What follows belongs to an exercise in optimizing a design on an open flow for small area, a short achievable clock period and few clock cycles; a production flow would make more cautious choices. Only simulation tests tie the RTL to the original design; equivalence was not proved. Power is estimated from default activity; no workload was simulated.

`flow/flow/run.sh`:
```
#!/bin/bash
set -euo pipefail
bash standard.sh SETUP_SLACK_MARGIN=8 TNS_END_PERCENT=30 finish > standard_flow.log 2>&1
```
`flow/constraint.sdc`:
```
create_clock -name core_clock -period 12.0 [get_ports {clk}]
set_input_delay 2.4000 -clock core_clock [delete_from_list [all_inputs] [get_ports {clk}]]
set_output_delay 2.4000 -clock core_clock [all_outputs]
set_load 0.01 [all_outputs]
```
`flow/standard.sh`:
```
#!/bin/bash
# synth_recipe.tcl (not shown) runs the flow's synth.tcl, then flattens the netlist and writes it again
# the make line also repeats each setting of config.mk as NAME=value (left out here)
make -C /OpenROAD-flow-scripts/flow DESIGN_CONFIG=/design/flow/config.mk WORK_HOME=/design/flow/orfs CLKGATE_MAP_FILE= SYNTH_SCRIPT=/design/flow/synth_recipe.tcl "${@:-finish}"
```
`flow/config.mk`:
```
export PLATFORM = sky130hd
export DESIGN_NAME = tsd_core
export DESIGN_NICKNAME = tsd_core
export VERILOG_FILES = /design/flow/design.v
export SDC_FILE = /design/flow/constraint.sdc
export NUM_CORES = 4
export LEC_CHECK = 0
export CAP_MARGIN = 30
export CORE_MARGIN = 2
export CORE_UTILIZATION = 40
export SLEW_MARGIN = 30
```
`flow/design.v`:
```
module tsd_core #(
    parameter MEM_LIMIT = 32,           
    parameter INIT_CAPACITY = 4         
) (
    input  wire        clk,
    input  wire        rst,             
    input  wire        cmd_valid,
    output wire        cmd_ready,
    input  wire [31:0] cmd_data,
    output wire        rsp_valid,
    input  wire        rsp_ready,
    output wire [31:0] rsp_data,
    output wire        rsp_last,
    output wire        halted,
    output wire [31:0] halt_word
);
    localparam [7:0] OP_FPUSH  = 8'h10, OP_FPUSHN = 8'h11, OP_FPOP   = 8'h12,
                     OP_FPOPU  = 8'h13, OP_FPULL  = 8'h14, OP_FPULLU = 8'h15,
                     OP_FFIND  = 8'h16, OP_FNORM  = 8'h17, OP_FSIZE  = 8'h18,
                     OP_FCAP   = 8'h19, OP_FEMPTY = 8'h1A,
                     OP_CRC8   = 8'h20, OP_MKRD   = 8'h21, OP_MKWR   = 8'h22,
                     OP_PARSE  = 8'h23;
    localparam [1:0] F_ALLOC = 2'd1, F_ILLEGAL = 2'd2, F_BADUNIT = 2'd3;
    localparam [2:0] K_CODE  = 3'd0,    
                     K_C8    = 3'd1,    
                     K_MKRD  = 3'd2,    
                     K_MKWR  = 3'd3,    
                     K_PARSE = 3'd4,    
                     K_PULL  = 3'd5,    
                     K_PULLU = 3'd6,    
                     K_FIND  = 3'd7;    
    function [7:0] crc8_byte(input [7:0] crc_in, input [7:0] b_in);
        integer k;
        reg [7:0] c, b;
        begin
            c = crc_in;
            b = b_in;
            for (k = 0; k < 8; k = k + 1) begin
                if (c[7] ^ b[0])
                    c = {c[6:0], 1'b0} ^ 8'h07;
                else
                    c = {c[6:0], 1'b0};
                b = b >> 1;
            end
            crc8_byte = c;
        end
    endfunction
    reg        r_v;
    reg [31:0] r_d;
    reg        r_ill;       
    reg        r_zero;      
    reg        r_bad;       
    reg        r_badunit;   
    reg        r_fnorm;
    reg        r_padbad;    
    reg        r_pbad;      
    reg        r_fnblk;     
    reg        r_hblk;      
    reg        r_nbig;      
    reg [5:0]  r_n6;        
    reg [14:0] r_oh;        
    reg [31:0] r_eq;        
    reg [31:0] r_eqhi;      
    wire [7:0]  i_opc  = cmd_data[31:24];
    wire [7:0]  i_unit = cmd_data[23:16];
    wire [15:0] i_imm  = cmd_data[15:0];
    reg        i_known;
    reg [31:0] i_mask;
    reg        i_zero;
    always @(*) begin
        i_known = 1'b1;
        i_mask  = 32'hFFFFFFFF;
        i_zero  = 1'b0;
        case (i_opc)
            OP_FPUSH:  i_mask = 32'hFF00FFFF;
            OP_FPUSHN: begin i_mask = 32'hFF000000; i_zero = (i_imm == 16'd0); end
            OP_FPOP:   begin i_mask = 32'hFF000000; i_zero = 1'b1; end
            OP_FPOPU:  i_mask = 32'hFF00FFFF;
            OP_FPULL:  begin i_mask = 32'hFF000000; i_zero = 1'b1; end
            OP_FPULLU: i_mask = 32'hFF007FFF;
            OP_FFIND:  i_mask = 32'hFF00FFFF;
            OP_FNORM:  begin i_mask = 32'hFF00FFFF; i_zero = 1'b1; end
            OP_FSIZE:  begin i_mask = 32'hFF00FFFF; i_zero = 1'b1; end
            OP_FCAP:   begin i_mask = 32'hFF00FFFF; i_zero = 1'b1; end
            OP_FEMPTY: begin i_mask = 32'hFF00FFFF; i_zero = 1'b1; end
            OP_CRC8:   begin i_mask = 32'hFFFF0000; i_zero = (i_imm == 16'd0); end
            OP_MKRD:   begin i_mask = 32'hFFFF0080; i_zero = 1'b1; end
            OP_MKWR:   i_mask = 32'hFFFF0080;
            OP_PARSE:  i_mask = 32'hFFFFFFFF;
            default:   i_known = 1'b0;
        endcase
    end
    wire i_mismatch = (cmd_data[23:0] & i_mask[23:0]) != 24'd0;
    wire i_crcbad   = (i_opc == OP_CRC8) && (i_imm == 16'd0 || i_imm[15:8] != 8'd0);
    wire i_unitbad  = (i_opc[7:4] == 4'h1) && (i_unit != 8'd0);
    wire [5:0] i_n6 = (i_opc == OP_FPUSH) ? 6'd1 : i_imm[5:0];
    wire [1:0] i_nmod = st_ops ? c_nmod : r_d[1:0];
    wire       i_padbad = (i_nmod == 2'd1 && cmd_data[23:0] != 24'd0) ||
                          (i_nmod == 2'd2 && cmd_data[15:0] != 16'd0) ||
                          (i_nmod == 2'd3 && cmd_data[7:0] != 8'd0);
    reg [31:0] mem [0:31];              
    reg [4:0]  ph, pt;                  
    reg [5:0]  sz;                      
    reg [5:0]  lt;                      
    reg [5:0]  cap;                     
    wire       cap_hi = cap[5] || (cap[4] && cap[3] && cap[2]);    
    wire [31:0] th_ph, th_pt;                            
    genvar ti;
    generate
        for (ti = 0; ti < 32; ti = ti + 1) begin : g_th
            assign th_ph[ti] = ph > ti;
            assign th_pt[ti] = pt > ti;
        end
    endgenerate
    wire [31:0] live  = (sz == 6'd0)  ? 32'd0 :
                        (ph < pt)     ? (~th_ph & th_pt) : (~th_ph | th_pt);
    wire [31:0] i_eq;
    genvar gi;
    generate
        for (gi = 0; gi < 32; gi = gi + 1) begin : g_eq
            assign i_eq[gi] = live[gi] && (mem[gi] == cmd_data);
        end
    endgenerate
    reg        st_ops;                  
    reg [7:0]  c_opc, c_unit;           
    reg        c_rbit;                  
    reg [1:0]  c_nmod;                  
    reg [15:0] ops_left;
    reg        ops_one;                 
    reg        ops_two;                 
    reg [1:0]  pend_fault;
    reg        realloc;
    reg [7:0]  crc_acc;
    reg        fault_wait;              
    reg        halt_r;
    reg [1:0]  fcode;
    reg [31:0] bp [0:1];                
    reg        bp_busy [0:1];
    reg        bp_wsel, bp_rsel;        
    localparam WD = 4, WB = 2;
    reg        w_val  [0:WD-1];
    reg [2:0]  w_kind [0:WD-1];
    reg [14:0] w_q    [0:WD-1];
    reg [7:0]  w_c    [0:WD-1];
    reg [WB-1:0] w_head, w_tail;
    reg [2:0]  w_cnt;
    reg        w_full;
    reg [2:0]  a_kind;
    reg [14:0] a_q;                     
    reg [7:0]  a_c;
    reg        a_more, a_w1, a_w2;
    reg        ob_v, ob_last;
    reg [31:0] ob;
    reg        danger;                  
    wire [7:0]  h_opc  = r_d[31:24];
    wire [15:0] h_imm  = r_d[15:0];
    wire        h_is_FPUSH, h_is_FPUSHN, h_is_FPOP, h_is_FPOPU, h_is_FPULL, h_is_FPULLU, h_is_FFIND, h_is_FNORM, h_is_FSIZE, h_is_FCAP, h_is_FEMPTY, h_is_CRC8, h_is_MKRD, h_is_MKWR, h_is_PARSE;
    assign h_is_FPUSH = r_oh[0];
    assign h_is_FPUSHN = r_oh[1];
    assign h_is_FPOP = r_oh[2];
    assign h_is_FPOPU = r_oh[3];
    assign h_is_FPULL = r_oh[4];
    assign h_is_FPULLU = r_oh[5];
    assign h_is_FFIND = r_oh[6];
    assign h_is_FNORM = r_oh[7];
    assign h_is_FSIZE = r_oh[8];
    assign h_is_FCAP = r_oh[9];
    assign h_is_FEMPTY = r_oh[10];
    assign h_is_CRC8 = r_oh[11];
    assign h_is_MKRD = r_oh[12];
    assign h_is_MKWR = r_oh[13];
    assign h_is_PARSE = r_oh[14];
    reg         c_push, c_crc, c_mkwr, c_parse, c_ffind, c_fpopu, c_fpullu;
    reg         k_pushnf, k_bpnf, k_fault;    
    wire [5:0]  cap_div5, cap_cl;
    assign cap_div5[0] = (cap == 6'd5) || (cap == 6'd6) || (cap == 6'd7) || (cap == 6'd8) || (cap == 6'd9) || (cap == 6'd15) || (cap == 6'd16) || (cap == 6'd17) || (cap == 6'd18) || (cap == 6'd19) || (cap == 6'd25) || (cap == 6'd26) || (cap == 6'd27) || (cap == 6'd28) || (cap == 6'd29);
    assign cap_div5[1] = (cap == 6'd10) || (cap == 6'd11) || (cap == 6'd12) || (cap == 6'd13) || (cap == 6'd14) || (cap == 6'd15) || (cap == 6'd16) || (cap == 6'd17) || (cap == 6'd18) || (cap == 6'd19) || (cap == 6'd30) || (cap == 6'd31) || (cap == 6'd32);
    assign cap_div5[2] = (cap == 6'd20) || (cap == 6'd21) || (cap == 6'd22) || (cap == 6'd23) || (cap == 6'd24) || (cap == 6'd25) || (cap == 6'd26) || (cap == 6'd27) || (cap == 6'd28) || (cap == 6'd29) || (cap == 6'd30) || (cap == 6'd31) || (cap == 6'd32);
    assign cap_div5[3] = 1'b0;
    assign cap_div5[4] = 1'b0;
    assign cap_div5[5] = 1'b0;
    assign cap_cl[0] = (cap == 6'd4) || (cap == 6'd5) || (cap == 6'd7) || (cap == 6'd9) || (cap == 6'd10) || (cap == 6'd12) || (cap == 6'd14) || (cap == 6'd15) || (cap == 6'd17) || (cap == 6'd19) || (cap == 6'd20) || (cap == 6'd22) || (cap == 6'd24) || (cap == 6'd25) || (cap == 6'd27) || (cap == 6'd29) || (cap == 6'd30) || (cap == 6'd32);
    assign cap_cl[1] = (cap == 6'd4) || (cap == 6'd5) || (cap == 6'd8) || (cap == 6'd9) || (cap == 6'd10) || (cap == 6'd13) || (cap == 6'd14) || (cap == 6'd15) || (cap == 6'd18) || (cap == 6'd19) || (cap == 6'd20) || (cap == 6'd23) || (cap == 6'd24) || (cap == 6'd25) || (cap == 6'd28) || (cap == 6'd29) || (cap == 6'd30);
    assign cap_cl[2] = (cap == 6'd6) || (cap == 6'd7) || (cap == 6'd8) || (cap == 6'd9) || (cap == 6'd10) || (cap == 6'd16) || (cap == 6'd17) || (cap == 6'd18) || (cap == 6'd19) || (cap == 6'd20) || (cap == 6'd26) || (cap == 6'd27) || (cap == 6'd28) || (cap == 6'd29) || (cap == 6'd30);
    assign cap_cl[3] = (cap == 6'd11) || (cap == 6'd12) || (cap == 6'd13) || (cap == 6'd14) || (cap == 6'd15) || (cap == 6'd16) || (cap == 6'd17) || (cap == 6'd18) || (cap == 6'd19) || (cap == 6'd20) || (cap == 6'd31) || (cap == 6'd32);
    assign cap_cl[4] = (cap == 6'd21) || (cap == 6'd22) || (cap == 6'd23) || (cap == 6'd24) || (cap == 6'd25) || (cap == 6'd26) || (cap == 6'd27) || (cap == 6'd28) || (cap == 6'd29) || (cap == 6'd30) || (cap == 6'd31) || (cap == 6'd32);
    assign cap_cl[5] = 1'b0;
    wire        lh_zero  = (lt == sz);
    wire        norm_cmp;     
    wire        norm_fail_c = !lh_zero && !norm_cmp && cap_hi;
    reg         fn_wait, norm_fail;
    wire        pad_bad = r_padbad;
    wire        r_fault_last = st_ops ? (ops_one && (pend_fault != 2'd0 || (c_crc && pad_bad)))
                                      : (r_ill || (r_zero && r_bad) || (r_fnorm && norm_fail));
    reg         bp_wbusy;    
    reg         bp_need;     
    wire        stall = st_ops ? ((ops_one && w_full) || (k_pushnf && danger) || (bp_need && bp_wbusy))
                               : ((r_zero && w_full) || (r_fnorm && cap_hi && !fn_wait));
    wire        blk   = st_ops ? ((ops_one && (w_full || k_fault || r_pbad)) ||
                                  (k_pushnf && danger) || (bp_need && bp_wbusy))
                               : (r_hblk || (r_zero && w_full) || r_fnblk);
    assign cmd_ready = !fault_wait && !(r_v && blk);
    wire        eng = r_v && !stall && !fault_wait;     
    wire [5:0]  h_n6    = r_n6;
    wire        h_nbig  = r_nbig;
    wire [5:0]  tail_rm = cap - lt;
    wire [6:0]  live_n7 = {1'b0, sz} + {1'b0, h_n6};
    wire        push_tail    = !h_nbig && (h_n6 <= tail_rm);
    wire        push_compact = !h_nbig && (live_n7 <= {1'b0, cap_cl});
    wire [5:0]  cap_left = 6'd32 - cap;
    wire        grow_bad = h_nbig || cap_hi || (h_n6 > cap_left);
    wire [5:0]  cap_n    = cap + h_n6;
    wire [5:0]  cap_norm = cap + cap_div5;
    wire [5:0]  grow_cap = (h_n6 > cap_div5) ? cap_n : cap_norm;
    wire [5:0]  live_n   = live_n7[5:0];
    wire        h_push   = h_is_FPUSH || h_is_FPUSHN;
    wire        push_alloc_bad = !push_tail && !push_compact && grow_bad;
    wire [5:0]  lt_app   = lt + h_n6;
    assign      norm_cmp = sz <= cap_cl;
    wire [63:0] s_vec  = {r_eq, r_eqhi};
    reg  [5:0]  s_idx;
    integer si;
    always @(*) begin
        s_idx = 6'd0;
        for (si = 63; si >= 0; si = si - 1)
            if (s_vec[si]) s_idx = si[5:0];
    end
    wire [4:0]  s_pos  = s_idx[4:0];
    wire        s_hit  = |r_eq;
    wire [4:0]  s_szn  = pt - s_pos - 5'd1;      
    wire        mk_hdr = !st_ops && (h_is_MKRD || h_is_MKWR);
    wire [7:0]  f_in   = mk_hdr ? 8'h6F : (st_ops ? crc_acc : 8'h00);    
    wire [7:0]  f_b0   = mk_hdr ? 8'h00 : r_d[31:24];
    wire [7:0]  f_b1   = mk_hdr ? 8'h00 : r_d[23:16];
    wire [7:0]  f_b2   = r_d[15:8];
    wire [7:0]  f_b3   = mk_hdr ? {r_d[6:0], h_is_MKWR} : r_d[7:0];
    wire [7:0]  f_1    = crc8_byte(f_in, f_b0);
    wire [7:0]  f_2    = crc8_byte(f_1, f_b1);
    wire [7:0]  f_3    = crc8_byte(f_2, f_b2);
    wire [7:0]  f_4    = crc8_byte(f_3, f_b3);
    wire [7:0]  crc_w  = !(c_crc && ops_one) ? f_4 :
                         (c_nmod == 2'd0)     ? f_3 :
                         (c_nmod == 2'd3)     ? f_2 :
                         (c_nmod == 2'd2)     ? f_1 : crc_acc;
    reg        nd_v, nd_fail;
    reg [2:0]  nd_kind;
    reg [14:0] nd_q;
    reg [7:0]  nd_c;
    always @(*) begin
        nd_v    = 1'b0;
        nd_fail = 1'b0;
        nd_kind = K_CODE;
        nd_q    = 15'd0;
        nd_c    = 8'd0;
        if (eng && !r_fault_last) begin
            if (!st_ops) begin
                case (1'b1)
                h_is_FPUSH, h_is_FPUSHN: if (h_n6 == 6'd0 && !h_nbig) begin
                    nd_v = 1'b1; nd_kind = K_C8;
                end
                h_is_FPOP: begin
                    nd_v = 1'b1; nd_fail = ({10'd0, sz} < h_imm); nd_c = {7'd0, nd_fail};
                end
                h_is_FPULL: begin
                    nd_v = 1'b1;
                    if ({9'd0, sz} < {1'b0, h_imm[14:0]}) begin nd_fail = 1'b1; nd_c = 8'd1; end
                    else begin nd_kind = K_PULL; nd_q = {4'd0, ph, h_imm[5:0]}; end
                end
                h_is_FNORM: begin
                    nd_v = 1'b1; nd_kind = K_C8;
                    nd_c = {7'd0, !lh_zero && !norm_cmp};
                end
                h_is_FSIZE:  begin nd_v = 1'b1; nd_kind = K_C8; nd_c = {2'd0, sz}; end
                h_is_FCAP:   begin nd_v = 1'b1; nd_kind = K_C8; nd_c = {2'd0, cap}; end
                h_is_FEMPTY: begin nd_v = 1'b1; nd_kind = K_C8; nd_c = {7'd0, sz == 6'd0}; end
                h_is_MKRD:   begin nd_v = 1'b1; nd_kind = K_MKRD; nd_q = {r_d[15:8], r_d[6:0]}; nd_c = f_4; end
                default: ;
                endcase
            end else if (ops_one && pend_fault == 2'd0) begin
                if (c_push) begin
                    nd_v = 1'b1; nd_kind = K_C8; nd_c = {7'd0, realloc};
                end else if (c_crc) begin
                    nd_v = 1'b1; nd_kind = K_C8; nd_c = crc_w;
                end else if (c_mkwr) begin
                    nd_v = 1'b1; nd_kind = K_MKWR; nd_q = ops_left[14:0]; nd_c = f_4;
                end else if (c_parse) begin
                    nd_v = 1'b1; nd_kind = K_PARSE; nd_c = {7'd0, f_3 == r_d[7:0]};
                end else if (c_ffind) begin
                    nd_v = 1'b1; nd_kind = s_hit ? K_FIND : K_C8; nd_c = {2'd0, sz};
                    nd_q = {4'd0, ph, 1'b0, s_pos};
                end else if (c_fpopu) begin
                    nd_v = 1'b1; nd_fail = !s_hit; nd_c = {7'd0, !s_hit};
                end else begin                                 
                    nd_v = 1'b1;
                    if (!s_hit) begin nd_fail = 1'b1; nd_c = 8'd1; end
                    else begin nd_kind = K_PULLU; nd_q = {4'd0, ph, 1'b0, s_pos}; end
                end
            end
        end
    end
    wire        adv     = !ob_v || rsp_ready;
    wire        from_w  = adv && !a_more && w_val[w_head];
    wire [2:0]  l_kind = w_kind[w_head];
    wire [14:0] l_q    = w_q[w_head];
    wire [7:0]  l_c    = w_c[w_head];
    wire        l_fail = (l_kind == K_CODE) && l_c[0];    
    wire        l_w1   = (l_kind != K_CODE) && (l_kind != K_PULL);
    wire        l_more = (l_kind != K_CODE) && !(l_kind == K_PULL && l_q[5:0] == 6'd0);
    wire [4:0]  l_koff = l_q[4:0] - l_q[10:6];
    wire [5:0]  l_kcnt = {1'b0, l_koff} + 6'd1;       
    wire [4:0]  a_ptr = a_q[10:6];
    wire [5:0]  a_cnt = a_q[5:0];
    reg  [31:0] a_word;
    reg         a_wlast;
    always @(*) begin
        if (a_w1) begin
            case (a_kind)
            K_MKRD:  a_word = {8'h50, a_q, 1'b0, a_c};
            K_MKWR:  a_word = {8'h50, a_q, 1'b1, bp[bp_rsel][31:24]};
            K_PULLU: a_word = {26'd0, a_cnt};
            K_FIND:  a_word = {27'd0, a_q[4:0] - a_q[10:6]};
            default: a_word = {24'd0, a_c};
            endcase
            a_wlast = (a_kind == K_C8) || (a_kind == K_MKRD) || (a_kind == K_FIND);
        end else if (a_w2) begin
            a_word  = (a_kind == K_MKWR) ? {bp[bp_rsel][23:0], a_c} : bp[bp_rsel];
            a_wlast = 1'b1;
        end else begin
            a_word  = mem[a_ptr];
            a_wlast = (a_cnt == 6'd1);
        end
    end
    wire [4:0] pt1 = pt + 5'd1;
    reg danger_next;
    integer di;
    always @(*) begin
        danger_next = a_more && (a_kind == K_PULL || a_kind == K_PULLU) &&
                      (pt == a_ptr || pt1 == a_ptr);
        for (di = 0; di < WD; di = di + 1)
            if (w_val[di] && ((w_kind[di] == K_PULL && w_q[di][5:0] != 6'd0) || w_kind[di] == K_PULLU) &&
                (pt == w_q[di][10:6] || pt1 == w_q[di][10:6]))
                danger_next = 1'b1;
    end
    assign rsp_valid = ob_v;
    assign rsp_data  = ob;
    assign rsp_last  = ob_last;
    assign halted    = halt_r;
    assign halt_word = {halt_r ? 8'hEE : 8'h00,
                        halt_r ? c_opc : 8'h00,
                        halt_r ? c_unit : 8'h00,
                        6'd0, fcode};
    always @(posedge clk) begin
        if (nd_v) begin
            w_kind[w_tail] <= nd_kind;
            w_q[w_tail]    <= nd_q;
            w_c[w_tail]    <= nd_c;       
        end
    end
    always @(posedge clk) begin
        norm_fail <= norm_fail_c;
        if (rst)
            fn_wait <= 1'b0;
        else
            fn_wait <= r_v && !st_ops && r_fnorm && cap_hi && !fn_wait && !fault_wait;
    end
    wire bp_set = eng && st_ops && bp_need;
    wire bp_tog = eng && st_ops && k_bpnf && ops_one;
    wire bp_clr = adv && a_more && !a_w1 && a_w2;
    wire bp_b0n = (bp_busy[0] || (bp_set && !bp_wsel)) && !(bp_clr && !bp_rsel);
    wire bp_b1n = (bp_busy[1] || (bp_set &&  bp_wsel)) && !(bp_clr &&  bp_rsel);
    wire bp_wsn = bp_wsel ^ bp_tog;
    always @(posedge clk) begin
        if (rst) begin
            bp_busy[0] <= 1'b0;
            bp_busy[1] <= 1'b0;
            bp_wsel    <= 1'b0;
            bp_rsel    <= 1'b0;
            bp_wbusy   <= 1'b0;
            bp_need    <= 1'b0;
        end else begin
            bp_busy[0] <= bp_b0n;
            bp_busy[1] <= bp_b1n;
            bp_wsel    <= bp_wsn;
            bp_rsel    <= bp_rsel ^ bp_clr;
            bp_wbusy   <= bp_wsn ? bp_b1n : bp_b0n;
            if (eng)
                bp_need <= !st_ops && !r_bad && (h_is_MKWR || h_is_PARSE);
        end
    end
    wire mem_we = eng && st_ops && k_pushnf;
    always @(posedge clk) begin
        if (mem_we) mem[pt] <= r_d;
    end
    always @(posedge clk) begin
        if (rst) begin
            r_v <= 1'b0;
        end else if (cmd_ready) begin
            r_v <= cmd_valid;
        end else if (eng) begin
            r_v <= 1'b0;
        end
        if (cmd_ready) begin    
            r_d       <= cmd_data;
            r_ill     <= !i_known || i_opc[7];
            r_zero    <= i_zero;
            r_bad     <= i_mismatch || i_crcbad || i_unitbad;
            r_badunit <= !i_mismatch && !i_crcbad;
            r_fnorm   <= (i_opc == OP_FNORM);
            r_padbad  <= i_padbad;
            r_pbad    <= i_padbad && (st_ops ? c_crc : h_is_CRC8);
            r_fnblk   <= (i_opc == OP_FNORM) &&
                         (cap_hi || (r_v && !st_ops && (h_is_FPUSH || h_is_FPUSHN || h_is_FNORM)));
            r_hblk    <= !i_known || i_opc[7] || (i_zero && (i_mismatch || i_crcbad || i_unitbad));
            r_nbig    <= (i_opc != OP_FPUSH) && (i_imm[15:6] != 10'd0);
            r_n6      <= i_n6;
            r_oh[0] <= (i_opc == OP_FPUSH);
            r_oh[1] <= (i_opc == OP_FPUSHN);
            r_oh[2] <= (i_opc == OP_FPOP);
            r_oh[3] <= (i_opc == OP_FPOPU);
            r_oh[4] <= (i_opc == OP_FPULL);
            r_oh[5] <= (i_opc == OP_FPULLU);
            r_oh[6] <= (i_opc == OP_FFIND);
            r_oh[7] <= (i_opc == OP_FNORM);
            r_oh[8] <= (i_opc == OP_FSIZE);
            r_oh[9] <= (i_opc == OP_FCAP);
            r_oh[10] <= (i_opc == OP_FEMPTY);
            r_oh[11] <= (i_opc == OP_CRC8);
            r_oh[12] <= (i_opc == OP_MKRD);
            r_oh[13] <= (i_opc == OP_MKWR);
            r_oh[14] <= (i_opc == OP_PARSE);
            r_eq      <= i_eq;
            r_eqhi    <= i_eq & ~th_ph;
        end
    end
    always @(posedge clk) begin
        if (eng) begin
            if (!st_ops) begin
                c_opc    <= h_opc;
                c_push   <= h_is_FPUSH || h_is_FPUSHN;
                c_crc    <= h_is_CRC8;
                c_mkwr   <= h_is_MKWR;
                c_parse  <= h_is_PARSE;
                c_ffind  <= h_is_FFIND;
                c_fpopu  <= h_is_FPOPU;
                c_fpullu <= h_is_FPULLU;
                c_unit   <= r_d[23:16];
                c_rbit   <= h_imm[15];
                c_nmod   <= h_imm[1:0];
                realloc  <= !push_tail && !push_compact;
                crc_acc  <= h_is_MKWR ? f_4 : 8'd0;
                pend_fault <= r_bad ? (r_badunit ? F_BADUNIT : F_ILLEGAL) :
                              (h_push && push_alloc_bad) ? F_ALLOC : 2'd0;
                k_fault  <= r_bad || (h_push && push_alloc_bad);
                k_pushnf <= !r_bad && h_push && !push_alloc_bad;
                k_bpnf   <= !r_bad && (h_is_MKWR || h_is_PARSE);
                case (1'b1)
                h_is_FPUSHN: ops_left <= h_imm;
                h_is_CRC8:   ops_left <= {2'b00, h_imm[15:2]} + {15'd0, h_imm[1:0] != 2'd0};
                h_is_PARSE:  ops_left <= 16'd2;
                h_is_MKWR: ops_left <= {1'b0, r_d[15:8], r_d[6:0]};    
                default:   ops_left <= 16'd1;
                endcase
                ops_one <= h_is_FPUSHN ? (h_imm == 16'd1) :
                           h_is_CRC8   ? (h_imm[15:2] == 14'd0 || h_imm == 16'd4) :
                           !h_is_PARSE;
                ops_two <= h_is_FPUSHN ? (h_imm == 16'd2) :
                           h_is_CRC8   ? (h_imm[15:3] == 13'd0 && h_imm[2]) || h_imm == 16'd8 :
                           h_is_PARSE;
            end else begin
                ops_left <= ops_left - 16'd1;
                ops_one  <= ops_two;
                ops_two  <= (ops_left == 16'd3);
                if (c_crc || c_mkwr || c_parse) begin
                    crc_acc <= (c_parse && ops_one) ? f_3 : crc_w;
                end
                if (pend_fault == 2'd0) begin
                    if (c_mkwr) bp[bp_wsel] <= r_d;
                    if (c_parse) begin
                        if (ops_two) bp[bp_wsel][31:24] <= r_d[7:0];
                        else         bp[bp_wsel][23:0]  <= r_d[31:8];
                    end
                end
            end
        end
    end
    wire hdr_ok = eng && !st_ops && !r_ill && !r_bad;    
    always @(posedge clk) begin
        if (rst) begin
            st_ops     <= 1'b0;
            ph         <= 5'd0;
            pt         <= 5'd0;
            sz         <= 6'd0;
            lt         <= 6'd0;
            cap        <= INIT_CAPACITY[5:0];
            fault_wait <= 1'b0;
            halt_r     <= 1'b0;
            fcode      <= 2'd0;
        end else begin
            if (fault_wait && !ob_v && !a_more && w_cnt == 3'd0)
                halt_r <= 1'b1;
            if (eng && !st_ops) begin
                if (!r_ill && !r_zero) st_ops <= 1'b1;
                if (r_ill) begin
                    fault_wait <= 1'b1; fcode <= F_ILLEGAL;
                end else if (r_bad && r_zero) begin
                    fault_wait <= 1'b1; fcode <= r_badunit ? F_BADUNIT : F_ILLEGAL;
                end else if (!r_bad && r_fnorm && norm_fail) begin
                    fault_wait <= 1'b1; fcode <= F_ALLOC;
                end
            end
            if (hdr_ok) begin
                case (1'b1)
                h_is_FPUSH, h_is_FPUSHN: begin
                    if (h_n6 != 6'd0 && !h_nbig) begin
                        if (push_tail)
                            lt <= lt_app;
                        else if (push_compact)
                            lt <= live_n;
                        else if (!grow_bad) begin
                            cap <= grow_cap;
                            lt  <= live_n;
                        end
                    end
                end
                h_is_FPOP: if (!nd_fail) begin
                    ph <= ph + h_imm[4:0];
                    sz <= sz - h_imm[5:0];
                end
                h_is_FPULL: if (!nd_fail && h_imm[15]) begin
                    ph <= ph + h_imm[4:0];
                    sz <= sz - h_imm[5:0];
                end
                h_is_FNORM: if (!lh_zero) begin
                    lt <= sz;
                    if (!norm_cmp) cap <= cap_norm;
                end
                default: ;
                endcase
            end
            if (eng && st_ops) begin
                if (ops_one) st_ops <= 1'b0;
                if (pend_fault == 2'd0) begin
                    if (c_push) begin
                        pt <= pt + 5'd1;
                        sz <= sz + 6'd1;
                    end
                    if (ops_one && (c_fpopu || (c_fpullu && c_rbit)) && s_hit) begin
                        ph <= s_pos + 5'd1;
                        sz <= {1'b0, s_szn};
                    end
                end
                if (ops_one && r_fault_last) begin
                    fault_wait <= 1'b1;
                    fcode      <= (pend_fault != 2'd0) ? pend_fault : F_ILLEGAL;
                end
            end
        end
    end
    always @(posedge clk) begin
        if (rst) begin
            w_tail <= {WB{1'b0}};
            w_head <= {WB{1'b0}};
            w_cnt  <= 3'd0;
            w_full <= 1'b0;
            for (di = 0; di < WD; di = di + 1) w_val[di] <= 1'b0;
            ob_v   <= 1'b0;
            ob_last <= 1'b0;
            a_more <= 1'b0;
            a_w1   <= 1'b0;
            a_w2   <= 1'b0;
            danger <= 1'b0;
        end else begin
            danger <= danger_next;
            if (nd_v) begin
                w_val[w_tail] <= 1'b1;
                w_tail        <= (w_tail == WD - 1) ? {WB{1'b0}} : w_tail + 1'b1;
            end
            if (from_w) begin
                w_val[w_head] <= 1'b0;
                w_head        <= (w_head == WD - 1) ? {WB{1'b0}} : w_head + 1'b1;
            end
            if (nd_v && !from_w) begin
                w_cnt  <= w_cnt + 3'd1;
                w_full <= (w_cnt == WD - 1);
            end else if (!nd_v && from_w) begin
                w_cnt  <= w_cnt - 3'd1;
                w_full <= 1'b0;
            end
            if (adv) begin
                if (a_more) begin
                    ob      <= a_word;
                    ob_last <= a_wlast;
                    ob_v    <= 1'b1;
                    if (a_w1) begin
                        a_w1   <= 1'b0;
                        a_more <= !a_wlast;
                    end else if (a_w2) begin
                        a_w2   <= 1'b0;
                        a_more <= 1'b0;
                    end else begin
                        a_q[10:6] <= a_ptr + 5'd1;
                        a_q[5:0]  <= a_cnt - 6'd1;
                        a_more    <= !a_wlast;
                    end
                end else if (from_w) begin
                    ob      <= {31'd0, l_fail};
                    ob_last <= !l_more;
                    ob_v    <= 1'b1;
                    a_kind  <= l_kind;
                    a_q     <= (l_kind == K_PULLU) ? {l_q[14:6], l_kcnt} : l_q;
                    a_c     <= l_c;
                    a_more  <= l_more;
                    a_w1    <= l_w1;
                    a_w2    <= (l_kind == K_MKWR) || (l_kind == K_PARSE);
                end else begin
                    ob_v    <= 1'b0;
                end
            end
        end
    end
endmodule
```
==> metrics.csv, run 1 <==
metric,value,unit
final setup violation count,0,
critical path's largest stage delay,420,ps
Area Growth Syn to Fin,18.3,%
LEAKAGE,0.0320,µW
Final Cycle Share,38.3,%
Antenna Nets Post-Route,0,
skew final,61.0,ps
DRC viols,0,
crit-path cells,a22oi_2 -> nand4_1 -> a31oi_4 -> buf_8,
GP Congestion,1.05,
core area,198000,µm²
Netlist Area Pre-Place,79800,µm²
Via Count,56400,
die area,203000,µm²
RSZ-0062 raised after global routing,true,
worst relative slew slack,26.5,%
Max H-tree Level,4,
"Primary FF master, synth",edfxtp_1,
setup TNS,0,ps
met2 wire length,144,mm
initial antenna violation count,37,
highest metal used,met5,
Port-buffer cells,95,
fin. max-slew vios,0,
R2R depth,15,
hold-critical path endpoint,c_ffind,
syn_area_per_cell,13.7,µm²
# fillers,17100,
"reg-to-reg slack, setup",7720,ps
Crit-path slowest cell,edfxtp_1,
CTS Buf Count,167,
async set-reset flop share out of synthesis,0,%
Sink Count,1501,
reg-to-reg endpoint,w_c[2][2],
WS Path Type,flop to output pin,
Worst path top cell family by delay,compound AO/OA/AOI/OAI gates,
nets,6271,
Total GRT Usage,31.3,%
Die H,451,µm
Wirelength per Cell,37.2,µm
FF-to-FF Start,r_d[16],
Yosys cell types,84,
maximum VDD drop,269,µV
final WL,331,mm
Initial Utilization,40.3,%
design area,94400,µm²
pin count of the biggest net entering global routing,65,
Pwr per Cell Area,156,nW/µm²
Setup crit start kind,flop,
clock latency on the worst-skew pair,850,ps
num ports,104,
WHS Path Cells,0,
Root Buffer,clkbuf_16,
register bit total from synthesis,1501,
crit path max fanout,2,
CTS tree,yes,
worst path buffer plus inverter count,1,
first-pass GRT wire length,441,mm
max-cap violation count,0,
vias in the first global route,53500,
Critical Path RT,9600,ps
Die W,451,µm
Peak Freq,0.218,GHz
clk buf depth,3,
M1 WL,118,mm
Worst-Margin Slew,1070,ps
clk slew on worst S/H paths,60,ps
Vias/cell,6.35,
Hold Buf Count CTS,0,
critical path data arrival time,2200,ps
worst hold start,r_oh[6],
DR WL met3,41.8,mm
placed cell area,84600,µm²
share of cells above drive strength 1,21.9,%
Post-synth EDFFs,1434,
Mapped Cells,5840,
Pre-Repair DR Iteration Count,8,
Detail Placement HPWL,222,mm
status,no timing/DRC/antenna violations,
synth warn,2,
Core Rows,163,
final hold viol count,0,
grt ovf,0,
initial drt markers,9323,
post-synthesis sequential area ratio,55.7,%
Hold Crit Class,flop to flop,
Critical Path Sink Type,output pin,
min Tclk post-route,4600,ps
worst max-delay path by stage:
stage | endpoint | slack [ps] | cells after the start | startpoint
after global placement | w_c[0][3] | 6220 | 12 | r_d[28]
after CTS | cmd_ready | 7320 | 4 | ops_one
final | cmd_ready | 7400 | 4 | ops_one
after global routing | cmd_ready | 7360 | 5 | ops_one
after floorplan | cmd_ready | 6460 | 5 | st_ops
after detailed placement | w_c[2][3] | 6160 | 12 | r_d[28]
power by group:
group	switching, µW	internal [µW]	total [µW]
registers	110	5900	6010
clock network	2240	2980	5210
logic	1930	1600	3530
state kept, by name, summed over array words and instances, names as in the netlist, 6 cells and up, named ones only:
name      flops
sz            6
c_opc         8
crc_acc       8
r_eq         32
r_eqhi       32
lt            6
w_q          60
cap           6
w_kind       12
w_c          32
r_n6          6
mem        1024
ob           32
ops_left     16
r_oh         15
r_d          32
a_q          15
bp           64
c_unit        8
a_c           8
metal layers:
layer / global-route usage [%] / vias up
met4: 20.2 / 16
li1: - / 22700
met3: 7.97 / 902
met5: 0 / -
met2: 46.7 / 3963
met1: 40.6 / 28900
layout make-up:
type / count / area [µm²] / area share, %
sequential: 1501 / 44400 / 47.1
multi-input combinational: 3848 / 35200 / 37.3
timing repair buffer: 478 / 5500 / 5.83
clock buffer: 213 / 4450 / 4.71
tap: 2640 / 3300 / 3.50
clock inverter: 86 / 1010 / 1.07
inverter: 121 / 475 / 0.504
antenna: 8 / 20.0 / 0.0212
stage by stage:
stage | std cells | util (%) | hold slack [ps] | setup slack (ps) | total power (µW)
global placement | 8377 | 42.5 | 403 | 6220 | 8330
detailed placement | 8398 | 42.8 | 407 | 6160 | 8320
global route | 8888 | 47.7 | 431 | 7360 | 15100
finish | 8895 | 47.7 | 421 | 7400 | 14700
floorplan | 5847 | - | 400 | 6460 | 7480
CTS | 8780 | 46.6 | 421 | 7320 | 14200
cells by family after synthesis:
logic type	count (synthesis)	share of synthesized area [%]
compound gates	672	5.32
xor+xnor	1272	14.4
fa+ha+maj	142	2.26
buf+inv	499	2.42
flops	1501	55.7
mux	465	11.8
other cells	1	0.00470
simple gates	1288	8.17
worst register-to-register path: stages (launching register included):
cell,delay (ps)
edfxtp_1,460
buf_12,230
xnor2_4,210
xnor2_2,140
xnor2_1,190
or2_2,320
mux2i_4,200
xnor3_2,410
buf_6,140
xnor3_2,450
xor2_4,200
xnor2_4,210
buf_12,140
xor2_4,190
o221ai_2,130
a32o_2,360
cell usage in the layout (no fill, tap or decap), drive strengths merged, types with 88 or more instances in the layout:
| master | instances |
|---|---|
| nor4 | 276 |
| edfxtp | 1434 |
| nand2 | 240 |
| clkbuf | 238 |
| xor2 | 901 |
| inv | 116 |
| a21oi | 202 |
| ha | 107 |
| o21ai | 159 |
| buf | 410 |
| nor2 | 317 |
| mux4 | 372 |
| xnor2 | 350 |
| nand4 | 100 |
| nand3 | 88 |
cells in the mapped netlist (67+ instances only):
cell,number,area (µm²)
edfxtp_1,1434,43100
ha_1,107,1340
nand4_1,100,626
buf_1,83,312
xnor2_1,343,3000
dfxtp_1,67,1340
nor3_1,79,395
o21ai_0,156,781
mux4_2,372,8380
nor2_1,316,1190
nand2_1,240,901
xor2_1,901,7890
clkbuf_1,280,1050
a21oi_1,202,1010
nor4_1,276,1730
nand3_1,88,440
inv_1,112,420
repair_timing:
| action | CTS | global route |
|---|---|---|
| setup endpoints to repair | 1481 | 763 |
| setup buffers | 78 | 94 |
| hold endpoints to repair | 0 | 0 |
| resized for setup | 309 | 302 |
| pin swaps | 47 | 73 |
| gates cloned | 5 | 13 |
Testbench counts, summed over its fixed seeds: cycles 9,175.
==> inputs of run 2 (changes only) <==
--- a/flow/config.mk
+++ b/flow/config.mk
@@ -10,2 +10,4 @@
 export CORE_UTILIZATION = 40
+export CTS_CLUSTER_DIAMETER = 160
+export CTS_CLUSTER_SIZE = 24
 export SLEW_MARGIN = 30
==> run 2 against run 1 <==
- via count grew 1.5%
- non-clock buffer count grew 140
- clock skew shrank 13 ps
- global-route usage shrank 0.19 points
- cell area shrank 1.9%
- largest cell class unchanged
- still clean on timing, DRC and antenna
- fmax grew 0.81%
==> metrics.csv, run 2 <==
metric,value,unit,change
Wirelength per Cell,38.3,µm,was 37.2 µm
clk buf depth,3,,unchanged
Antenna Nets Post-Route,0,,unchanged
fin util,46.8,%,was 47.7%
async set-reset flop share out of synthesis,0,%,unchanged
RSZ-0062 raised after global routing,true,,unchanged
max-cap violation count,0,,unchanged
nets,6316,,was 6271
status,no timing/DRC/antenna violations,,unchanged
Reg power frac,48.9,%,was 40.7%
core area,198000,µm²,unchanged
Via Count,57300,,was 56400
max reg flops,1024,,unchanged
Post-synth top cells,"edfxtp_1, xor2_1, mux4_2, xnor2_1, nor2_1",,unchanged
"count leader, synth",edfxtp_1,,unchanged
worst hold start,r_oh[6],,unchanged
Worst-Margin Slew,1050,ps,was 1070 ps
CTS Buf Count,72,,was 167
Core Rows,163,,unchanged
GP Congestion,1.05,,unchanged
LEAKAGE,0.0311,µW,was 0.0320 µW
share of cells above drive strength 1,21.9,%,about the same
Yosys top cell area share,54.0,%,unchanged
initial antenna violation count,34,,was 37
WS Path Type,flop to output pin,,unchanged
P_sw,3770,µW,was 4280 µW
clk slew on worst S/H paths,110,ps,was 60 ps
Vias/cell,6.48,,was 6.35
Total GRT Usage,31.1,%,was 31.3%
min Tclk post-route,4560,ps,was 4600 ps
Synth area leader,edfxtp_1,,unchanged
switching share of power,30.7,%,was 29.0%
syn_area_per_cell,13.7,µm²,unchanged
clock network fraction of total power,23.7,%,was 35.4%
Yosys cell types,84,,unchanged
Setup crit start kind,flop,,unchanged
Final Cycle Share,38.0,%,was 38.3%
synth warn,2,,unchanged
DRC viols,0,,unchanged
setup TNS,0,ps,unchanged
fin. max-slew vios,0,,unchanged
die area,203000,µm²,unchanged
Pwr per Cell Area,132,nW/µm²,was 156 nW/µm²
design area,92600,µm²,was 94400 µm²
"Primary FF master, synth",edfxtp_1,,unchanged
placed cell area,84600,µm²,unchanged
post-synthesis sequential area ratio,55.7,%,unchanged
grt ovf,0,,unchanged
worst relative slew slack,29.7,%,was 26.5%
Mapped Cells,5840,,unchanged
skew final,47.6,ps,was 61.0 ps
CTS tree,yes,,unchanged
"most common cell after layout, fill and taps aside",edfxtp_1,,unchanged
Synth area leaders,"edfxtp_1, mux4_2, xor2_1, xnor2_1, nor4_1",,unchanged
worst hold slack,432,ps,was 421 ps
Max H-tree Level,3,,was 4
Critical Path Sink Type,output pin,,unchanged
Pre-Repair DR Iteration Count,6,,was 8
crit path from,ops_one,,unchanged
crit path max fanout,2,,unchanged
initial drt markers,9985,,was 9323
register bit total from synthesis,1501,,unchanged
Post-synth EDFFs,1434,,unchanged
Port-buffer cells,95,,unchanged
critical path data arrival time,2160,ps,was 2200 ps
Area Growth Syn to Fin,16.1,%,was 18.3%
Hold Buf Count CTS,0,,unchanged
Biggest register,mem,,unchanged
Hold Crit Class,flop to flop,,unchanged
clock latency on the worst-skew pair,770,ps,was 850 ps
Sink Count,1501,,unchanged
Die W,451,µm,unchanged
Power Internal,8490,µW,was 10500 µW
FF-to-FF Start,r_d[17],,was r_d[16]
maximum VDD drop,155,µV,was 269 µV
Netlist Area Pre-Place,79800,µm²,unchanged
Initial Utilization,40.3,%,unchanged
largest registers,"mem: 1024 flops, bp: 64 flops, w_q: 60 flops",,unchanged
Detail Placement HPWL,222,mm,unchanged
Root Buffer,clkbuf_16,,unchanged
Logic pwr share,27.4,%,was 23.9%
Peak Freq,0.219,GHz,was 0.218 GHz
Die H,451,µm,unchanged
highest-count cells in the layout ignoring fill and taps,"edfxtp_1, xor2_1, mux4_2",,unchanged
Critical Path RT,9600,ps,about the same
vias in the first global route,52700,,was 53500
first-pass GRT wire length,439,mm,was 441 mm
final setup violation count,0,,unchanged
pin count of the biggest net entering global routing,65,,unchanged
final WL,339,mm,was 331 mm
final hold viol count,0,,unchanged
num ports,104,,unchanged
-- run 2: cell counts after synthesis --
Identical to the previous run, type by type.
-- run 2: power by group through the flow --
| stage | Sequential (µW) | Combinational [µW] | Clock, µW |
|---|---|---|---|
| 2_1_floorplan | 6110 | 1370 | 0 |
| 3_3_place_gp | 6120 | 2210 | 0 |
| 3_5_place_dp | 6120 | 2190 | 0 |
| 4_1_cts | 5990 | 2690 | 2910 |
| 5_1_grt | 6000 | 3450 | 3070 |
| 6_report | 6000 | 3360 | 2910 |
-- run 2: repair_timing --
action | 4_1_cts | 5_1_grt
pin swaps | 39 | 58
buffers inserted | 85 | 215
gates cloned | 7 | 23
resized for setup | 340 | 316
setup endpoints to repair | 1491 | 1178
-- run 2: logic make-up after synthesis --
| family | synth area share (%) |
|---|---|
| DFF | 55.7 |
| and+or+nand+nor | 8.17 |
| xor gates and xnor gates | 14.4 |
| AOI/OAI and AO/OA | 5.32 |
| buffers and inverters | 2.42 |
| muxes | 11.8 |
| adders and majority gates | 2.26 |
| other | 0.00470 |
-- run 2: per-layer routing --
layer	routed length [µm]	GRT usage (%)	vias to the layer above
li1	-	-	22600
met3	46100	7.80	888
met2	146000	46.7	4470
met4	27300	19.3	16
met1	118000	40.5	29300
met5	207	0	-
-- run 2: area by class of cell --
cell class              instances  area (µm²)
well taps                    2640        3300
inverters                     121         480
multi-input cells            3848       35300
fillers                     17300      105000
clock buffers                  92        1920
repair buffers                618        7060
flip-flops and latches       1501       44400
clock inverters                 7        91.3
diodes                         12        30.0
-- run 2: critical path: stages (launching register included) --
cell      delay, ps
edfxtp_1        440
a22oi_2         270
nand4_1         180
a31oi_4         320
buf_8           200
-- run 2: path summary, 6_finish.rpt --
check                           slack (ps)         to  cells after the start
worst max-delay path                  7440  cmd_ready                      4
worst min-delay path                   430    c_ffind                      0
worst max register to register        7820  w_c[0][0]                     13
worst min register to register         430    c_ffind                      0
-- run 2: stage by stage --
step | worst slack (ps) | instances | power, µW
floorplan | 6460 | 5847 | 7480
global placement | 6220 | 8377 | 8330
detailed placement | 6160 | 8398 | 8320
CTS | 7390 | 8589 | 11600
global route | 7410 | 8827 | 12500
finish | 7440 | 8839 | 12300
==> inputs of run 3 (changes only) <==
--- a/flow/config.mk
+++ b/flow/config.mk
@@ -9,3 +9,3 @@
 export CORE_MARGIN = 2
-export CORE_UTILIZATION = 40
+export CORE_UTILIZATION = 50
 export CTS_CLUSTER_DIAMETER = 160
==> run 3 against run 2 <==
- die area is 20% lower
- setup slack better by 55 ps
- area after synthesis is the same
- cell area down 1.5%
- fmax increased by 1.2%
- count of clock-buffer cells in the layout is 12 higher
==> metrics.csv, run 3 <==
metric,value,unit,change
register bit total from synthesis,1501,,unchanged
clk buf depth,3,,unchanged
skew final,51.2,ps,was 47.6 ps
Initial Utilization,50.4,%,was 40.3%
Total GRT Usage,39.0,%,was 31.1%
Post-Synth Simple-Gate Area,8.17,%,unchanged
Synth area leader,edfxtp_1,,unchanged
Hold Crit Class,flop to flop,,unchanged
Die W,403,µm,was 451 µm
nets,6251,,was 6316
FF-to-FF Start,crc_acc[6],,was r_d[17]
PnR worst setup slack,7490,ps,was 7440 ps
CTS Buf Count,72,,unchanged
Sink Count,1501,,unchanged
Critical Path Sink Type,output pin,,unchanged
Area Growth Syn to Fin,14.4,%,was 16.1%
Port-buffer cells,95,,unchanged
Pwr per Cell Area,134,nW/µm²,was 132 nW/µm²
R2R depth,14,,was 13
Antenna Nets Post-Route,0,,unchanged
"count leader, synth",edfxtp_1,,unchanged
die area,163000,µm²,was 203000 µm²
Root Buffer,clkbuf_16,,unchanged
highest-count cells in the layout ignoring fill and taps,"edfxtp_1, xor2_1, mux4_2",,unchanged
DRC viols,0,,unchanged
Yosys top cell area share,54.0,%,unchanged
min Tclk post-route,4510,ps,was 4560 ps
synth warn,2,,unchanged
initial antenna violation count,28,,was 34
Max H-tree Level,3,,unchanged
Synth area leaders,"edfxtp_1, mux4_2, xor2_1, xnor2_1, nor4_1",,unchanged
pre-CTS setup slack,6350,ps,was 6160 ps
max reg flops,1024,,unchanged
Post-synth top cells,"edfxtp_1, xor2_1, mux4_2, xnor2_1, nor2_1",,unchanged
GP Congestion,0.984,,was 1.05
worst relative slew slack,27.1,%,was 29.7%
final setup violation count,0,,unchanged
Adder-Cell Fraction of Synth Area,2.26,%,unchanged
num ports,104,,unchanged
Via Count,56800,,was 57300
Critical Path RT,9600,ps,about the same
grt ovf,0,,unchanged
Netlist Area Pre-Place,79800,µm²,unchanged
largest registers,"mem: 1024 flops, bp: 64 flops, w_q: 60 flops",,unchanged
Die H,403,µm,was 451 µm
vias in the first global route,53000,,was 52700
post-synthesis mux area share,11.8,%,unchanged
clock latency on the worst-skew pair,770,ps,about the same
final WL,333,mm,was 339 mm
WS Path Type,flop to output pin,,unchanged
clk slew on worst S/H paths,110,ps,about the same
Core Rows,146,,was 163
share of cells above drive strength 1,20.5,%,was 21.9%
crit path from,ops_one,,unchanged
reg-to-reg endpoint,w_c[2][0],,was w_c[0][0]
Vias/cell,6.91,,was 6.48
Yosys cell types,84,,unchanged
syn_area_per_cell,13.7,µm²,unchanged
Setup crit start kind,flop,,unchanged
Wirelength per Cell,40.6,µm,was 38.3 µm
last element of the critical path,cmd_ready,,unchanged
compound-gate portion of the synthesized area,5.32,%,unchanged
fin. max-slew vios,0,,unchanged
CTS tree,yes,,unchanged
crit path max fanout,2,,unchanged
"most common cell after layout, fill and taps aside",edfxtp_1,,unchanged
Peak Freq,0.222,GHz,was 0.219 GHz
async set-reset flop share out of synthesis,0,%,unchanged
Final Cycle Share,37.5,%,was 38.0%
Worst-Margin Slew,1080,ps,was 1050 ps
Mapped Cells,5840,,unchanged
"reg-to-reg slack, setup",7790,ps,was 7820 ps
Detail Placement HPWL,226,mm,was 222 mm
core area,158000,µm²,was 198000 µm²
Pre-Repair DR Iteration Count,8,,was 6
RSZ-0062 raised after global routing,true,,unchanged
status,no timing/DRC/antenna violations,,unchanged
setup TNS,0,ps,unchanged
Post-synth EDFFs,1434,,unchanged
"Primary FF master, synth",edfxtp_1,,unchanged
initial drt markers,9759,,was 9985
# fillers,12500,,was 17300
pin count of the biggest net entering global routing,129,,was 65
largest family of logic cells by synthesized area,XOR/XNOR gates,,unchanged
post-synthesis sequential area ratio,55.7,%,unchanged
final hold viol count,0,,unchanged
critical path data arrival time,2110,ps,was 2160 ps
max-cap violation count,0,,unchanged
Synth Area in XOR/XNOR,14.4,%,unchanged
maximum VDD drop,267,µV,was 155 µV
first-pass GRT wire length,437,mm,was 439 mm
LEAKAGE,0.0309,µW,was 0.0311 µW
Biggest register,mem,,unchanged
run 3: worst max-delay path, stage by stage, from the launching register on:
cell      delay (ps)
edfxtp_1         490
a22oi_2          230
nand4_1          180
a31oi_4          220
buf_12           140
buf_6            100
run 3: timing repair:
item,in CTS,in global routing
buffers inserted,82,150
cloned,5,24
pin swaps,35,58
resized for setup,328,262
hold buffers,0,0
endpoints found under the setup margin,1580,668
run 3: layout make-up:
class	count	area, µm²	share of cell area (%)
Tap cell	2072	2590	2.84
Timing Repair Buffer	552	6660	7.30
Clock buffer	104	1990	2.18
Inverter	121	479	0.525
Clock inverter	6	93.8	0.103
Multi-Input combinational cell	3849	35000	38.3
Sequential cell	1501	44400	48.7
Antenna cell	11	27.5	0.0302
run 3: worst min path at each step:
stage / startpoint / endpoint / slack [ps] / cells past startpoint
floorplan: r_oh[6] / c_ffind / 400 / 0
global placement: r_oh[5] / c_fpullu / 410 / 0
detailed placement: r_oh[3] / c_fpopu / 410 / 0
CTS: r_oh[6] / c_ffind / 430 / 0
global route: r_oh[6] / c_ffind / 440 / 0
finish: r_oh[6] / c_ffind / 430 / 0
run 3: metrics by stage:
stage	hold WS, ps	cell area, µm²	utilization (%)	power (µW)	instances
2_1_floorplan	400	79800	-	7480	5847
3_3_place_gp	406	83300	52.6	8240	7797
3_5_place_dp	409	84300	53.2	8240	7834
4_1_cts	427	88200	55.7	11600	8031
5_1_grt	441	91200	57.6	12500	8208
6_report	425	91300	57.6	12300	8216
run 3: kinds of logic after synthesis:
logic type,after synthesis
compound gates,672
xor+xnor,1272
simple gates,1288
buf+inv,499
flops,1501
other cells,1
fa+ha+maj,142
mux,465
run 3: per-layer routing:
| layer | share of wire [%] | up-vias | GRT usage [%] |
|---|---|---|---|
| met2 | 43 | 4643 | 58.3 |
| li1 | - | 22500 | - |
| met3 | 13 | 958 | 8.65 |
| met4 | 8.4 | 14 | 24.3 |
| met1 | 35 | 28700 | 51.9 |
| met5 | 0.025 | - | 0 |
run 3: power breakdown:
part	total (µW)	switching [µW]	internal [µW]	leakage, µW
clock	2950	1780	1170	0.000998
sequential	5990	106	5890	0.0138
combinational	3320	1800	1520	0.0160
==> inputs of run 4 (changes only) <==
--- a/flow/config.mk
+++ b/flow/config.mk
@@ -9,5 +9,5 @@
 export CORE_MARGIN = 2
-export CORE_UTILIZATION = 50
-export CTS_CLUSTER_DIAMETER = 160
-export CTS_CLUSTER_SIZE = 24
+export CORE_UTILIZATION = 40
+export CTS_CLUSTER_DIAMETER = 140
+export CTS_CLUSTER_SIZE = 20
 export SLEW_MARGIN = 30
==> run 4 against run 3 <==
- still clean
- count of clock-buffer cells in the layout rose by 5
- core utilization fell by 11 points
- die area up 25%
- global-route usage shrank 7.8 points
- via count barely moved
- register-to-register slack worse by 50 ps
- cell area is 1.4% higher
- sequential power about the same
- area after synthesis is the same
- first-iteration DRC count down 1.6%
- clock power up 7.1%
- largest cell class unchanged
- largest power group unchanged
==> metrics.csv, run 4 <==
metric,value,unit,change
status,no timing/DRC/antenna violations,,unchanged
Port-buffer cells,95,,unchanged
RSZ-0062 raised after global routing,true,,unchanged
Biggest register,mem,,unchanged
Yosys cell types,84,,unchanged
final setup violation count,0,,unchanged
initial antenna violation count,35,,was 28
# fillers,17300,,was 12500
Via Count,56700,,was 56800
share of cells above drive strength 1,21.7,%,was 20.5%
pre-CTS setup slack,6160,ps,was 6350 ps
Max H-tree Level,3,,unchanged
syn_area_per_cell,13.7,µm²,unchanged
pin count of the biggest net entering global routing,65,,was 129
grt ovf,0,,unchanged
fin util,46.8,%,was 57.6%
Critical Path RT,9600,ps,about the same
core area,198000,µm²,was 158000 µm²
Root Buffer,clkbuf_16,,unchanged
clk buf depth,3,,unchanged
placed cell area,84600,µm²,was 84300 µm²
Hold Buf Count CTS,0,,unchanged
Synth area leaders,"edfxtp_1, mux4_2, xor2_1, xnor2_1, nor4_1",,unchanged
largest registers,"mem: 1024 flops, bp: 64 flops, w_q: 60 flops",,unchanged
synth warn,2,,unchanged
"Primary FF master, synth",edfxtp_1,,unchanged
critical path data arrival time,2180,ps,was 2110 ps
CTS tree,yes,,unchanged
Peak Freq,0.218,GHz,was 0.222 GHz
initial drt markers,9607,,was 9759
worst relative slew slack,29.9,%,was 27.1%
P_sw,3920,µW,was 3680 µW
Pre-Repair DR Iteration Count,6,,was 8
"most common cell after layout, fill and taps aside",edfxtp_1,,unchanged
Netlist Area Pre-Place,79800,µm²,unchanged
GP Congestion,1.05,,was 0.984
Vias/cell,6.44,,was 6.91
Die H,451,µm,was 403 µm
register bit total from synthesis,1501,,unchanged
maximum VDD drop,240,µV,was 267 µV
Sink Count,1501,,unchanged
WS Path Type,flop to output pin,,unchanged
Pwr per Cell Area,138,nW/µm²,was 134 nW/µm²
Area Growth Syn to Fin,16.0,%,was 14.4%
first-pass GRT wire length,439,mm,was 437 mm
post-synthesis sequential area ratio,55.7,%,unchanged
fin. max-slew vios,0,,unchanged
Synth area leader,edfxtp_1,,unchanged
Overall Power,12800,µW,was 12300 µW
Core Rows,163,,was 146
Antenna Nets Post-Route,0,,unchanged
Wirelength per Cell,38.0,µm,was 40.6 µm
clk slew on worst S/H paths,90,ps,was 110 ps
final WL,335,mm,was 333 mm
Critical Path Sink Type,output pin,,unchanged
PnR worst setup slack,7420,ps,was 7490 ps
Power Internal,8860,µW,was 8580 µW
Die W,451,µm,was 403 µm
Logic pwr share,28.3,%,was 27.1%
final hold viol count,0,,unchanged
Total GRT Usage,31.2,%,was 39.0%
max-cap violation count,0,,unchanged
skew final,76.9,ps,was 51.2 ps
Yosys top cell area share,54.0,%,unchanged
vias in the first global route,52900,,was 53000
num ports,104,,unchanged
Worst-Margin Slew,1020,ps,was 1080 ps
design area,92600,µm²,was 91300 µm²
LEAKAGE,0.0310,µW,was 0.0309 µW
Post-synth top cells,"edfxtp_1, xor2_1, mux4_2, xnor2_1, nor2_1",,unchanged
Hold Crit Class,flop to flop,,unchanged
Mapped Cells,5840,,unchanged
clock latency on the worst-skew pair,800,ps,was 770 ps
Final Cycle Share,38.1,%,was 37.5%
DRC viols,0,,unchanged
Post-synth EDFFs,1434,,unchanged
highest-count cells in the layout ignoring fill and taps,"edfxtp_1, xor2_1, mux4_2",,unchanged
"count leader, synth",edfxtp_1,,unchanged
Detail Placement HPWL,222,mm,was 226 mm
switching share of power,30.7,%,was 30.0%
Reg power frac,46.9,%,was 48.9%
Initial Utilization,40.3,%,was 50.4%
async set-reset flop share out of synthesis,0,%,unchanged
crit path max fanout,2,,unchanged
max reg flops,1024,,unchanged
Setup crit start kind,flop,,unchanged
nets,6286,,was 6251
die area,203000,µm²,was 163000 µm²
min Tclk post-route,4580,ps,was 4510 ps
clock network fraction of total power,24.8,%,was 24.1%
setup TNS,0,ps,unchanged
CTS Buf Count,85,,was 72
-- run 4: cell type report --
| type | instances | area [µm²] | area share, % |
|---|---|---|---|
| timing repair buffer | 574 | 6590 | 7.11 |
| sequential | 1501 | 44400 | 48.0 |
| clock buffer | 109 | 2240 | 2.42 |
| tap | 2640 | 3300 | 3.57 |
| timing repair inverter | 1 | 8.76 | 0.00946 |
| multi-input combinational | 3848 | 35400 | 38.2 |
| inverter | 121 | 480 | 0.519 |
| clock inverter | 8 | 119 | 0.128 |
| antenna | 7 | 17.5 | 0.0189 |
-- run 4: worst paths after layout --
check              from   endpoint  slack (ps)  cells after the start
max             ops_one  cmd_ready        7420                      4
min             r_oh[6]    c_ffind         430                      0
max reg2reg  crc_acc[7]  w_c[1][2]        7740                     14
min reg2reg     r_oh[6]    c_ffind         430                      0
-- run 4: power groups by stage --
stage / Combinational [µW] / Clock [µW] / Sequential [µW]
floorplan: 1370 / 0 / 6110
global placement: 2210 / 0 / 6120
detailed placement: 2190 / 0 / 6120
CTS: 2830 / 3170 / 5990
global route: 3730 / 3330 / 6000
finish: 3620 / 3160 / 6000
-- run 4: metrics by stage --
stage          hold slack, ps  cells
6_report                  427   8809
5_1_grt                   440   8803
4_1_cts                   425   8601
3_5_place_dp              407   8398
3_3_place_gp              403   8377
2_1_floorplan             400   5847
-- run 4: kinds of logic after synthesis --
| family | share of synthesized area (%) |
|---|---|
| buf+inv | 2.42 |
| other cells | 0.00470 |
| compound gates | 5.32 |
| xor+xnor | 14.4 |
| flops | 55.7 |
| mux | 11.8 |
| simple gates | 8.17 |
| fa+ha+maj | 2.26 |
-- run 4: what timing repair did --
action,CTS,global route
cloned,6,19
resized for setup,355,326
setup endpoints to repair,1483,1049
hold endpoints to repair,0,0
buffers inserted,80,182
pin swaps,57,79
-- run 4: metal layers --
metal / track usage [%] / routed length, µm
met1: 40.7 / 118000
met3: 7.29 / 43800
met5: 0 / 69
met4: 20.2 / 27300
met2: 46.6 / 146000
-- run 4: critical path, stage by stage (launching register included) --
cell and delay, ps:
edfxtp_1 430, a22oi_2 280, nand4_1 180, a31oi_4 310
buf_8 190
==> inputs of run 5 (changes only) <==
--- a/flow/design.v
+++ b/flow/design.v
@@ -302,5 +302,7 @@
     wire        from_w  = adv && !a_more && w_val[w_head];
-    wire [2:0]  l_kind = w_kind[w_head];
-    wire [14:0] l_q    = w_q[w_head];
-    wire [7:0]  l_c    = w_c[w_head];
+    wire        bypass  = adv && !a_more && !w_val[w_head] && nd_v;    
+    wire        w_push  = nd_v && !bypass;
+    wire [2:0]  l_kind = from_w ? w_kind[w_head] : nd_kind;
+    wire [14:0] l_q    = from_w ? w_q[w_head]    : nd_q;
+    wire [7:0]  l_c    = from_w ? w_c[w_head]    : nd_c;
     wire        l_fail = (l_kind == K_CODE) && l_c[0];    
@@ -573,3 +575,3 @@
             danger <= danger_next;
-            if (nd_v) begin
+            if (w_push) begin
                 w_val[w_tail] <= 1'b1;
@@ -581,6 +583,6 @@
             end
-            if (nd_v && !from_w) begin
+            if (w_push && !from_w) begin
                 w_cnt  <= w_cnt + 3'd1;
                 w_full <= (w_cnt == WD - 1);
-            end else if (!nd_v && from_w) begin
+            end else if (!w_push && from_w) begin
                 w_cnt  <= w_cnt - 3'd1;
@@ -604,3 +606,3 @@
                     end
-                end else if (from_w) begin
+                end else if (from_w || bypass) begin
                     ob      <= {31'd0, l_fail};
--- a/flow/config.mk
+++ b/flow/config.mk
@@ -10,4 +10,2 @@
 export CORE_UTILIZATION = 40
-export CTS_CLUSTER_DIAMETER = 140
-export CTS_CLUSTER_SIZE = 20
 export SLEW_MARGIN = 30
==> run 5 against run 4 <==
- critical path depth up 15
- clock power up 64%
- fmax down 2.6%
- first-iteration DRC count down 7.8%
- count of clock-buffer cells in the layout up 84
- via count up 0.46%
- cell area up 3.6%
- area after synthesis up 1.0%
- sequential cell count unchanged
- critical endpoint is now a_q[4]
==> metrics.csv, run 5 <==
metric,value,unit,change
status,no timing/DRC/antenna violations,,unchanged
reg-to-reg endpoint,a_q[4],,was w_c[1][2]
WS Path Type,flop to flop,,was flop to output pin
final WL,330,mm,was 335 mm
fin. max-slew vios,0,,unchanged
async set-reset flop share out of synthesis,0,%,unchanged
Peak Freq,0.213,GHz,was 0.218 GHz
# fillers,17400,,was 17300
Antenna Nets Post-Route,0,,unchanged
FF-to-FF Start,r_eq[29],,was crc_acc[7]
crit path from,r_eq[29],,was ops_one
min Tclk post-route,4700,ps,was 4580 ps
Multi-input gate area,36600,µm²,was 35400 µm²
Critical Path RT,12530,ps,was 9600 ps
nets,6354,,was 6286
Area Growth Syn to Fin,19.0,%,was 16.0%
synth warn,2,,unchanged
syn_area_per_cell,13.6,µm²,was 13.7 µm²
Hold Crit Class,flop to flop,,unchanged
Biggest register,mem,,unchanged
Final Cycle Share,39.2,%,was 38.1%
Synth area leader,edfxtp_1,,unchanged
Vias/cell,6.33,,was 6.44
clock latency on the worst-skew pair,880,ps,was 800 ps
worst relative slew slack,25.3,%,was 29.9%
RSZ-0062 raised after global routing,true,,unchanged
Post-Synth Simple-Gate Area,8.16,%,was 8.17%
final hold viol count,0,,unchanged
Yosys cell types,94,,was 84
register bit total from synthesis,1501,,unchanged
vias in the first global route,54400,,was 52900
clk buf depth,3,,unchanged
initial antenna violation count,29,,was 35
compound-gate portion of the synthesized area,5.66,%,was 5.32%
max-cap violation count,0,,unchanged
initial drt markers,8858,,was 9607
first-pass GRT wire length,446,mm,was 439 mm
Setup crit start kind,flop,,unchanged
Detail Placement HPWL,221,mm,was 222 mm
Netlist Area Pre-Place,80600,µm²,was 79800 µm²
pin count of the biggest net entering global routing,129,,was 65
Critical Path Sink Type,flop,,was output pin
num ports,104,,unchanged
placed cell area,85700,µm²,was 84600 µm²
largest registers,"mem: 1024 flops, bp: 64 flops, w_q: 60 flops",,unchanged
Total GRT Usage,31.3,%,was 31.2%
"reg-to-reg slack, setup",7300,ps,was 7740 ps
last element of the critical path,a_q[4],,was cmd_ready
Synth area leaders,"edfxtp_1, xor2_1, mux4_2, xnor2_1, nor4_1",,"was edfxtp_1, mux4_2, xor2_1, xnor2_1, nor4_1"
post-synthesis mux area share,12.0,%,was 11.8%
Sink Count,1501,,unchanged
largest family of logic cells by synthesized area,XOR/XNOR gates,,unchanged
Via Count,57000,,was 56700
maximum VDD drop,219,µV,was 240 µV
Port-buffer cells,95,,unchanged
R2R depth,19,,was 14
CTS tree,yes,,unchanged
crit path max fanout,8,,was 2
register area,44500,µm²,was 44400 µm²
Post-synth top cells,"edfxtp_1, xor2_1, mux4_2, nor2_1, nor4_1",,"was edfxtp_1, xor2_1, mux4_2, xnor2_1, nor2_1"
max reg flops,1024,,unchanged
Core Rows,164,,was 163
Die H,453,µm,was 451 µm
final setup violation count,0,,unchanged
"count leader, synth",edfxtp_1,,unchanged
clk slew on worst S/H paths,60,ps,was 90 ps
design area,95900,µm²,was 92600 µm²
grt ovf,0,,unchanged
Max H-tree Level,4,,was 3
GP Congestion,0.997,,was 1.05
CTS Buf Count,161,,was 85
## run 5: cell count changes in the layout (fill, tap and decap cells not counted), sizes merged, moves of 23 or more
cell / delta
nor3: -25
xor2: +64
buf: -72
clkbuf: +68
clkinv: +64
mux2i: +23
xnor2: -68
## run 5: routing by layer
| metal | wire (µm) | vias to the layer above | track usage, % |
|---|---|---|---|
| li1 | - | 23000 | - |
| met1 | 122000 | 29300 | 40.9 |
| met2 | 148000 | 3861 | 48.3 |
| met3 | 37100 | 816 | 7.26 |
| met4 | 22800 | 14 | 17.2 |
| met5 | 99 | - | 0 |
## run 5: layout make-up
class / instances / share of cell area (%)
Clock buffer: 193 / 4.36
Antenna cell: 14 / 0.0365
Sequential cell: 1501 / 46.4
Tap cell: 2656 / 3.47
Inverter: 121 / 0.514
Timing Repair Buffer: 493 / 5.90
Multi-Input combinational cell: 3922 / 38.1
Clock inverter: 101 / 1.22
## run 5: kinds of logic (layout without fill, tap and decap cells)
family          count (synthesis)  after routing
flops                        1501           1501
simple gates                 1296           1297
xor+xnor                     1274           1274
compound gates                710            710
buf+inv                       502            908
mux                           493            493
fa+ha+maj                     140            140
other cells                     1             22
## run 5: power breakdown
part           internal, µW  switching, µW  total (µW)
registers              5890           95.7        5990
logic                  1610           1880        3480
clock network          2900           2270        5180
## run 5: critical path, cell delays in order, from the launching register on
cell      delay, ps
edfxtp_1        470
nor4_1          550
nor2b_2         410
nand3_2         270
a21oi_2         250
nor2_2          130
o211ai_1        150
a311oi_2        160
buf_4           190
a21oi_2         140
ha_2            180
inv_2            40
fa_2            570
ha_4            150
nand2_1          50
nor2_2          140
xor2_1          180
nand2_1          90
xor2_1          150
o21ai_0          90
## run 5: per-stage QoR
stage          power, µW  std cells  hold WS (ps)  util [%]  setup slack, ps
2_1_floorplan       7580       5924           400         -             6100
3_3_place_gp        8320       8445           402      42.4             5830
3_5_place_dp        8330       8474           406      42.8             5930
4_1_cts            14100       8907           422      47.0             7400
5_1_grt            15000       8990           433      47.9             7200
6_report           14600       9001           423      47.9             7300
## run 5: how the worst min path moves through the flow
stage                     endpoint  slack [ps]  cells past startpoint     from
final                      c_fpopu         420                      0  r_oh[3]
after floorplan            c_ffind         400                      0  r_oh[6]
after global placement     c_fpopu         400                      0  r_oh[3]
after detailed placement   c_fpopu         410                      0  r_oh[3]
after CTS                  c_fpopu         420                      0  r_oh[3]
after global routing       c_fpopu         430                      0  r_oh[3]
## run 5: what timing repair did
action / CTS / global route
pin swaps: 71 / 105
hold endpoints to repair: 0 / 0
setup endpoints to repair: 373 / 347
buffers inserted: 125 / 75
gates resized for setup: 447 / 254
gates cloned: 14 / 5
Testbench counts of run 5, summed over its fixed seeds: cycles 9,097.

==> what the ideal ports hide <==
How much do the figures lean on ideal ports? The routed layouts below were timed once more, with nothing changed but the port constraints. Step 1 assumes that a clkbuf_16 drives the clock port and a buf_2 every other input. Step 2 also shifts input and output timing later by t, the mid clock arrival at the registers, as if the neighbouring blocks saw the same clock. Slacks: ideal / step 1 / step 2; pairs: ideal / step 1.
run	t, ns	slack for setup (ns)	clock arrival spread, ns
run 1	0.912	7.403 / 7.317 / 7.013	0.066 / 0.066
run 2	0.835	7.440 / 7.348 / 7.071	0.049 / 0.048
run 3	0.829	7.495 / 7.407 / 7.016	0.054 / 0.054
run 4	0.847	7.423 / 7.336 / 7.088	0.080 / 0.080
run 5	0.919	7.301 / 7.301 / 6.634	0.093 / 0.093
After both steps every run listed still meets setup and hold. The setup slack of run 5, which loses most, moves by 0.000 ns with the drivers and by -0.667 ns with both steps.
